Background: an optimization exercise with open tools, aiming at small area. Do not read the settings as production practice. In this exercise RTL edits were held to simulation tests only and were not proved equivalent to the original. Power is estimated from default activity; no workload was simulated.

==> flow/design.v <==
module ow_dbit (
    input  wire a, sa,
    input  wire b, sb,
    input  wire c, sc,
    input  wire e, se,
    input  wire q, sq,
    output wire y
);
    assign y = (a & sa) | (b & sb) | (c & sc) | (e & se) | (q & sq);
endmodule
module ow_engine (
    input  wire        clk,
    input  wire        rst,
    input  wire        op_valid,
    input  wire [7:0]  op_code,
    output wire        op_ready,
    input  wire        u_bit,
    input  wire [7:0]  u_byte,
    input  wire [3:0]  u_len,
    input  wire [63:0] u_bytes,
    input  wire [63:0] u_id,
    output wire        done,
    output reg         r_bool,
    output reg  [7:0]  r_byte,
    output reg  [63:0] r_id,
    output reg         presence,
    output reg  [31:0] disc_count,
    output wire        dq_drive,
    input  wire        dq_in
);
    localparam S_IDLE = 4'b0000;
    localparam S_FIN  = 4'b0001;    
    localparam S_CRCB = 4'b0010;    
    localparam S_CRCC = 4'b0011;    
    localparam S_RP   = 4'b0100;    
    localparam S_SRST = 4'b0101;    
    localparam S_WRST = 4'b0110;    
    localparam S_RBIT = 4'b1000;    
    localparam S_RB   = 4'b1001;    
    localparam S_SR1  = 4'b1010;    
    localparam S_SR2  = 4'b1011;    
    localparam S_WB   = 4'b1100;    
    localparam S_SF0  = 4'b1101;    
    localparam S_SW   = 4'b1110;    
    localparam S_WS   = 4'b1111;    
    reg  [3:0]  st;
    reg  [9:0]  cnt;     
    reg         dq;
    reg         wbit;    
    reg  [63:0] d;
    reg  [6:0]  k;       
    reg  [6:0]  ld;
    reg  [6:0]  lz;      
    reg         b1;      
    reg         rst_d;   
    wire idle  = (st[3:1] == 3'b000);
    wire crc   = (st[3:1] == 3'b001);
    wire s_rst = (st[3:2] == 2'b01);
    wire s_rd  = (st[3:2] == 2'b10);
    wire s_wr  = (st[3:2] == 2'b11);
    assign op_ready = idle;
    assign done     = (st == S_FIN);
    assign dq_drive = dq;
    wire acc = op_valid & idle & ~rst;
    wire last_rst  = ~cnt[9] & ~cnt[8] & ~cnt[7] & ~cnt[6] & ~cnt[5] & cnt[4] & ~cnt[3] & cnt[2] & cnt[1] & cnt[0];   
    wire last_slot = cnt[9] & cnt[6] & cnt[3] & cnt[1];                                               
    wire off_rst   = cnt[9] & cnt[6] & cnt[5] & ~cnt[4] & ~cnt[3] & ~cnt[2] & cnt[1] & ~cnt[0];     
    wire off_w0    = cnt[9] & cnt[3] & ~cnt[1] & cnt[0];                                              
    wire off_sh    = cnt[4];                                                                          
    wire smp_rst   = ~cnt[8] & ~cnt[7] & ~cnt[6] & ~cnt[4] & cnt[3] & cnt[2] & cnt[1] & cnt[0];     
    wire smp_rd    = cnt[8] & cnt[3] & cnt[1] & ~cnt[0];                                              
    wire last = s_rst ? last_rst : st[3] & last_slot;
    wire smp  = s_rst ? smp_rst : s_rd & smp_rd;
    wire off  = s_rst ? off_rst : (s_wr & ~wbit) ? off_w0 : off_sh;
    wire smpv = s_rst ? ~dq_in : dq_in;    
    wire [6:0] kinc = k + 7'd1;
    wire       k7   = &k[2:0];
    wire       kend = &k;
    wire       crc_div = crc & (|k[6:3]) & ~kend;
    wire       crc_rot = crc & ~(|k[6:3]);
    wire       crc_end = crc & ~k[6] & ~k[5] & ~k[4] & k[3];    
    wire       ldf  = ld[6] & ld[5];
    function wsbit(input [6:0] i);
        if (i[4:3] == 2'b01)      wsbit = ~i[1];
        else if (i[4:3] == 2'b11) wsbit = ~i[0] | (&i[2:0]);
        else                      wsbit = i[1];
    endfunction
    wire ws_id  = |kinc[6:5];                                 
    wire ws_rst = ((k[6:4] == 3'b000) & (&k[3:0])) | (k[6] & (&k[4:0]));    
    wire srdisc = ~b1 & ~dq_in;
    wire srboth = b1 & dq_in;
    wire srdir  = srdisc ? ((k < ld) ? d[0] : (k == ld)) : b1;
    wire srok   = (st == S_SW) & last & k[6] & k7;    
    reg  [3:0] st_n;
    reg        go, wb_n;
    always @(*) begin
        st_n = st;
        go   = 1'b0;
        wb_n = 1'b0;
        case (st)
        S_IDLE, S_FIN: begin
            st_n = S_IDLE;
            if (acc) case (op_code)
                8'h00: st_n = S_CRCB;
                8'h01: st_n = S_CRCC;
                8'h10: begin st_n = S_RP;   go = 1'b1; end
                8'h11: begin st_n = S_WB;   go = 1'b1; wb_n = u_bit; end
                8'h12: begin st_n = S_RBIT; go = 1'b1; end
                8'h13: begin st_n = S_WB;   go = 1'b1; wb_n = u_byte[0]; end
                8'h14: begin st_n = S_RB;   go = 1'b1; end
                8'h15: begin st_n = S_WB;   go = 1'b1; end
                8'h16: begin st_n = ldf ? S_FIN : S_SRST; go = ~ldf; end
                8'h18: begin st_n = S_WRST; go = 1'b1; end
                default: st_n = S_FIN;
            endcase
        end
        S_CRCB, S_CRCC: if (crc_end) st_n = S_FIN;
        S_RP, S_RBIT: if (last) st_n = S_FIN;
        S_SRST: if (last) begin st_n = presence ? S_SF0 : S_FIN; go = presence; end
        S_WRST: if (last) begin st_n = k[6] ? S_FIN : S_WS; go = ~k[6]; end
        S_RB:   if (last) begin st_n = k7 ? S_FIN : S_RB; go = ~k7; end
        S_SR1:  if (last) begin st_n = S_SR2; go = 1'b1; end
        S_SR2:  if (smp & srboth) st_n = S_RBIT;
                else if (last) begin st_n = S_SW; go = 1'b1; wb_n = d[63]; end
        S_WB:   if (last) begin st_n = k7 ? S_FIN : S_WB; go = ~k7; wb_n = d[0]; end
        S_SF0:  if (last) begin st_n = k7 ? S_SR1 : S_SF0; go = 1'b1; wb_n = kinc[2]; end
        S_SW:   if (last) begin st_n = (k[6] & k7) ? S_FIN : S_SR1; go = ~(k[6] & k7); end
        S_WS:   if (last) begin
            st_n = ws_rst ? S_WRST : S_WS;
            go   = 1'b1;
            wb_n = ws_id ? d[0] : wsbit(kinc);
        end
        default: st_n = S_IDLE;
        endcase
    end
    wire cx   = crc_div & d[0];
    wire cmsk = crc & k[6] & k[5] & k[4] & (k[3] | k7);    
    wire [63:0] dsh = {((st == S_SR2) & srdir) | ((st == S_RB) & dq_in) | (crc_rot & d[0]), d[63:9], (d[8] & ~cmsk) ^ cx,
                       d[7:5], d[4] ^ cx, d[3] ^ cx, d[2:1]};
    wire dshift = crc_div | crc_rot | (((st == S_SR2) | (st == S_RB)) & smp) |
                  (last & (((st == S_WB) & ~k7) | ((st == S_WS) & ~ws_rst & ws_id)));
    wire ld_ub  = acc & ~op_code[4] & ~op_code[0] & (|u_len);    
    wire ld_id  = acc & (op_code[4] ? op_code[3] : op_code[0]);  
    wire ld_ri  = acc & op_code[4] & ~op_code[3] & ~op_code[0];  
    wire ld_wb  = acc & op_code[4] & ~op_code[3] & op_code[0];   
    wire sh_d   = ~rst & ~acc & dshift;
    wire hold_d = ~rst & ~acc & ~dshift;
    wire [6:0] dwb = op_code[2] ? 7'h66 : u_byte[7:1];
    wire [63:0] dnext;
    genvar gd;
    generate for (gd = 0; gd < 64; gd = gd + 1) begin : g_d
        ow_dbit u_dbit (
            .a (u_bytes[gd]), .sa (ld_ub),
            .b (gd < 7 ? (ld_wb ? dwb[gd % 7] : u_id[gd]) : u_id[gd]),
            .sb (gd < 7 ? (ld_id | ld_wb) : ld_id),
            .c (r_id[gd]),    .sc (ld_ri),
            .e (dsh[gd]),     .se (sh_d),
            .q (d[gd]),       .sq (hold_d),
            .y (dnext[gd])
        );
    end endgenerate
    wire [32:0] dc_carry;
    assign dc_carry[0] = acc & (op_code == 8'h16);
    genvar gi;
    generate for (gi = 0; gi < 32; gi = gi + 1) begin : g_dc
        assign dc_carry[gi+1] = dc_carry[gi] & disc_count[gi];
    end endgenerate
    always @(posedge clk) begin
        st    <= rst ? S_IDLE : st_n;
        cnt   <= go ? 10'd0 : {cnt[8:0], ~(cnt[9] ^ cnt[6])};
        dq    <= ~rst & (go | (dq & ~off));
        if (go) wbit <= wb_n;
        d     <= dnext;
        rst_d <= rst;
        if (srok | rst_d)
            r_id <= d;
        if (rst_d | ((st == S_CRCB) & crc_end) | ((st == S_RB) & last & k7))
            r_byte <= d[63:56];
        disc_count <= ~{32{rst}} & (disc_count ^ dc_carry[31:0]);
        if (smp & (st == S_SR1))
            b1 <= dq_in;
        if (acc)
            k <= {op_code[4] ? 4'b0000 : op_code[0] ? 4'b0111 : ~u_len,
                  {3{~op_code[4] | (op_code[3:0] == 4'h1)}}};
        else if ((crc & ~crc_end) | (last & st[3] & (st != S_RBIT) & (st != S_SR1) & (st != S_SR2)))
            k <= kinc;
        if (acc)
            lz <= 7'b1100000;
        else if ((st == S_SR2) & smp & srdisc & ~srdir)
            lz <= k;
        if (rst) begin
            r_bool   <= 1'b0;
            presence <= 1'b0;
            ld       <= 7'd0;
        end else begin
            if (smp & s_rst)
                presence <= ~dq_in;
            if (smp & ((st == S_RP) | (st == S_SRST) | (st == S_RBIT)))
                r_bool <= smpv;
            if ((st == S_CRCC) & crc_end)
                r_bool <= ~|d[63:56];
            if (acc & ((op_code == 8'h17) | ((op_code == 8'h16) & ldf)))
                ld <= 7'd0;
            if (acc & (op_code == 8'h16) & ldf)
                r_bool <= 1'b0;
            if ((st == S_SRST) & last & ~presence)
                ld <= 7'd0;
            if ((st == S_SR2) & smp & srboth) begin
                ld     <= 7'd0;
                r_bool <= 1'b0;
            end
            if (srok) begin
                ld     <= lz;
                r_bool <= 1'b1;
            end
        end
    end
endmodule
clock: 12.0 ns
lec_check: 0
cap_margin: 20
core_margin: 2
core_utilization: 55
slew_margin: 20
synth_hierarchical: 1
synth_minimum_keep_size: 0
standard.sh (not shown) runs the stock make flow with config.mk's settings and CLKGATE_MAP_FILE= SYNTH_SCRIPT=/design/flow/synth_recipe.tcl, a recipe that flattens the netlist after the stock synthesis.
==> flow/flow/run.sh <==
#!/bin/bash
# The standard layout (standard.sh), with two changes to how the layout
# is made: the port buffers are the smallest buffer cell, and the clock tree
# is built from clkbuf_8 clusters without dummy balancing loads.
set -o pipefail
export BUFFER_PORTS_ARGS="-buffer_cell sky130_fd_sc_hd__buf_1"
export CTS_ARGS="-sink_clustering_enable -repair_clock_nets -dont_use_dummy_load -buf_list sky130_fd_sc_hd__clkbuf_8 -sink_clustering_size 15 -sink_clustering_max_diameter 50"
bash standard.sh > standard.log 2>&1
The baseline ran to the end with no violations.
Then changed:
--- a/flow/design.v
+++ b/flow/design.v
@@ -73,15 +73,12 @@
     wire smp  = s_rst ? smp_rst : s_rd & smp_rd;
     wire off  = s_rst ? off_rst : (s_wr & ~wbit) ? off_w0 : off_sh;
     wire smpv = s_rst ? ~dq_in : dq_in;    
     wire [6:0] kinc = k + 7'd1;
     wire       k7   = &k[2:0];
     wire       kend = &k;
-    wire       crc_div = crc & (|k[6:3]) & ~kend;
-    wire       crc_rot = crc & ~(|k[6:3]);
-    wire       crc_end = crc & ~k[6] & ~k[5] & ~k[4] & k[3];    
     wire       ldf  = ld[6] & ld[5];
     function wsbit(input [6:0] i);
         if (i[4:3] == 2'b01)      wsbit = ~i[1];
         else if (i[4:3] == 2'b11) wsbit = ~i[0] | (&i[2:0]);
         else                      wsbit = i[1];
     endfunction
@@ -111,13 +108,13 @@
                 8'h15: begin st_n = S_WB;   go = 1'b1; end
                 8'h16: begin st_n = ldf ? S_FIN : S_SRST; go = ~ldf; end
                 8'h18: begin st_n = S_WRST; go = 1'b1; end
                 default: st_n = S_FIN;
             endcase
         end
-        S_CRCB, S_CRCC: if (crc_end) st_n = S_FIN;
+        S_CRCB, S_CRCC: if (kend) st_n = S_FIN;
         S_RP, S_RBIT: if (last) st_n = S_FIN;
         S_SRST: if (last) begin st_n = presence ? S_SF0 : S_FIN; go = presence; end
         S_WRST: if (last) begin st_n = k[6] ? S_FIN : S_WS; go = ~k[6]; end
         S_RB:   if (last) begin st_n = k7 ? S_FIN : S_RB; go = ~k7; end
         S_SR1:  if (last) begin st_n = S_SR2; go = 1'b1; end
         S_SR2:  if (smp & srboth) st_n = S_RBIT;
@@ -130,17 +127,17 @@
             go   = 1'b1;
             wb_n = ws_id ? d[0] : wsbit(kinc);
         end
         default: st_n = S_IDLE;
         endcase
     end
-    wire cx   = crc_div & d[0];
+    wire cx   = crc & d[0];
     wire cmsk = crc & k[6] & k[5] & k[4] & (k[3] | k7);    
-    wire [63:0] dsh = {((st == S_SR2) & srdir) | ((st == S_RB) & dq_in) | (crc_rot & d[0]), d[63:9], (d[8] & ~cmsk) ^ cx,
+    wire [63:0] dsh = {srdir & (st == S_SR2), d[63:9], (d[8] & ~cmsk) ^ cx,
                        d[7:5], d[4] ^ cx, d[3] ^ cx, d[2:1]};
-    wire dshift = crc_div | crc_rot | (((st == S_SR2) | (st == S_RB)) & smp) |
+    wire dshift = (crc & ~kend) | ((st == S_SR2) & smp) |
                   (last & (((st == S_WB) & ~k7) | ((st == S_WS) & ~ws_rst & ws_id)));
     wire ld_ub  = acc & ~op_code[4] & ~op_code[0] & (|u_len);    
     wire ld_id  = acc & (op_code[4] ? op_code[3] : op_code[0]);  
     wire ld_ri  = acc & op_code[4] & ~op_code[3] & ~op_code[0];  
     wire ld_wb  = acc & op_code[4] & ~op_code[3] & op_code[0];   
     wire sh_d   = ~rst & ~acc & dshift;
@@ -171,21 +168,23 @@
         dq    <= ~rst & (go | (dq & ~off));
         if (go) wbit <= wb_n;
         d     <= dnext;
         rst_d <= rst;
         if (srok | rst_d)
             r_id <= d;
-        if (rst_d | ((st == S_CRCB) & crc_end) | ((st == S_RB) & last & k7))
-            r_byte <= d[63:56];
+        if (rst_d | ((st == S_CRCB) & kend))
+            r_byte <= d[7:0];
+        else if (smp & (st == S_RB))
+            r_byte <= {dq_in, r_byte[7:1]};
         disc_count <= ~{32{rst}} & (disc_count ^ dc_carry[31:0]);
         if (smp & (st == S_SR1))
             b1 <= dq_in;
         if (acc)
             k <= {op_code[4] ? 4'b0000 : op_code[0] ? 4'b0111 : ~u_len,
                   {3{~op_code[4] | (op_code[3:0] == 4'h1)}}};
-        else if ((crc & ~crc_end) | (last & st[3] & (st != S_RBIT) & (st != S_SR1) & (st != S_SR2)))
+        else if ((crc & ~kend) | (last & st[3] & (st != S_RBIT) & (st != S_SR1) & (st != S_SR2)))
             k <= kinc;
         if (acc)
             lz <= 7'b1100000;
         else if ((st == S_SR2) & smp & srdisc & ~srdir)
             lz <= k;
         if (rst) begin
@@ -194,14 +193,14 @@
             ld       <= 7'd0;
         end else begin
             if (smp & s_rst)
                 presence <= ~dq_in;
             if (smp & ((st == S_RP) | (st == S_SRST) | (st == S_RBIT)))
                 r_bool <= smpv;
-            if ((st == S_CRCC) & crc_end)
-                r_bool <= ~|d[63:56];
+            if ((st == S_CRCC) & kend)
+                r_bool <= ~|d[7:0];
             if (acc & ((op_code == 8'h17) | ((op_code == 8'h16) & ldf)))
                 ld <= 7'd0;
             if (acc & (op_code == 8'h16) & ldf)
                 r_bool <= 1'b0;
             if ((st == S_SRST) & last & ~presence)
                 ld <= 7'd0;
=>
- fmax went up by 5.9%
- routed wire length went up by 5.4%
- utilization went up by 0.73 points
- combinational power went up by 18%
- global-route usage went up by 1.1 points
- worst setup slack improved by 0.51 ns
- non-clock buffer count went up by 3
- design area went up by 1.5%
- power went up by 3.4%

==> afterwards: timing with drivers on the ports <==
The flow's constraints put no driver on any port. The routed layouts listed below were extracted and timed again, unchanged, in two steps. Step 1 sets driving cells, clkbuf_16 on the clock port and buf_2 on the other inputs (assumed; they add their load-dependent delay and slew). Step 2 moves the port delays by t, midway between the first and last clock arrival at a register: inputs arrive t later, outputs are due t later. That takes back most of the time a late clock gives input paths. a / b / c = no drivers / after step 1 / after step 2; a / b = the first two.
run | t (ns) | slack for setup (ns) | hold WS [ns]
the first run | 0.538 | 2.755 / 2.774 / 2.236 | 0.438 / 0.438 / 0.438
the second run | 0.550 | 3.267 / 3.273 / 2.723 | 0.443 / 0.443 / 0.443
After both steps setup and hold are still met in every run listed. The setup slack of the second run, which loses most, moves by +0.006 ns with the drivers and by -0.544 ns with both steps.
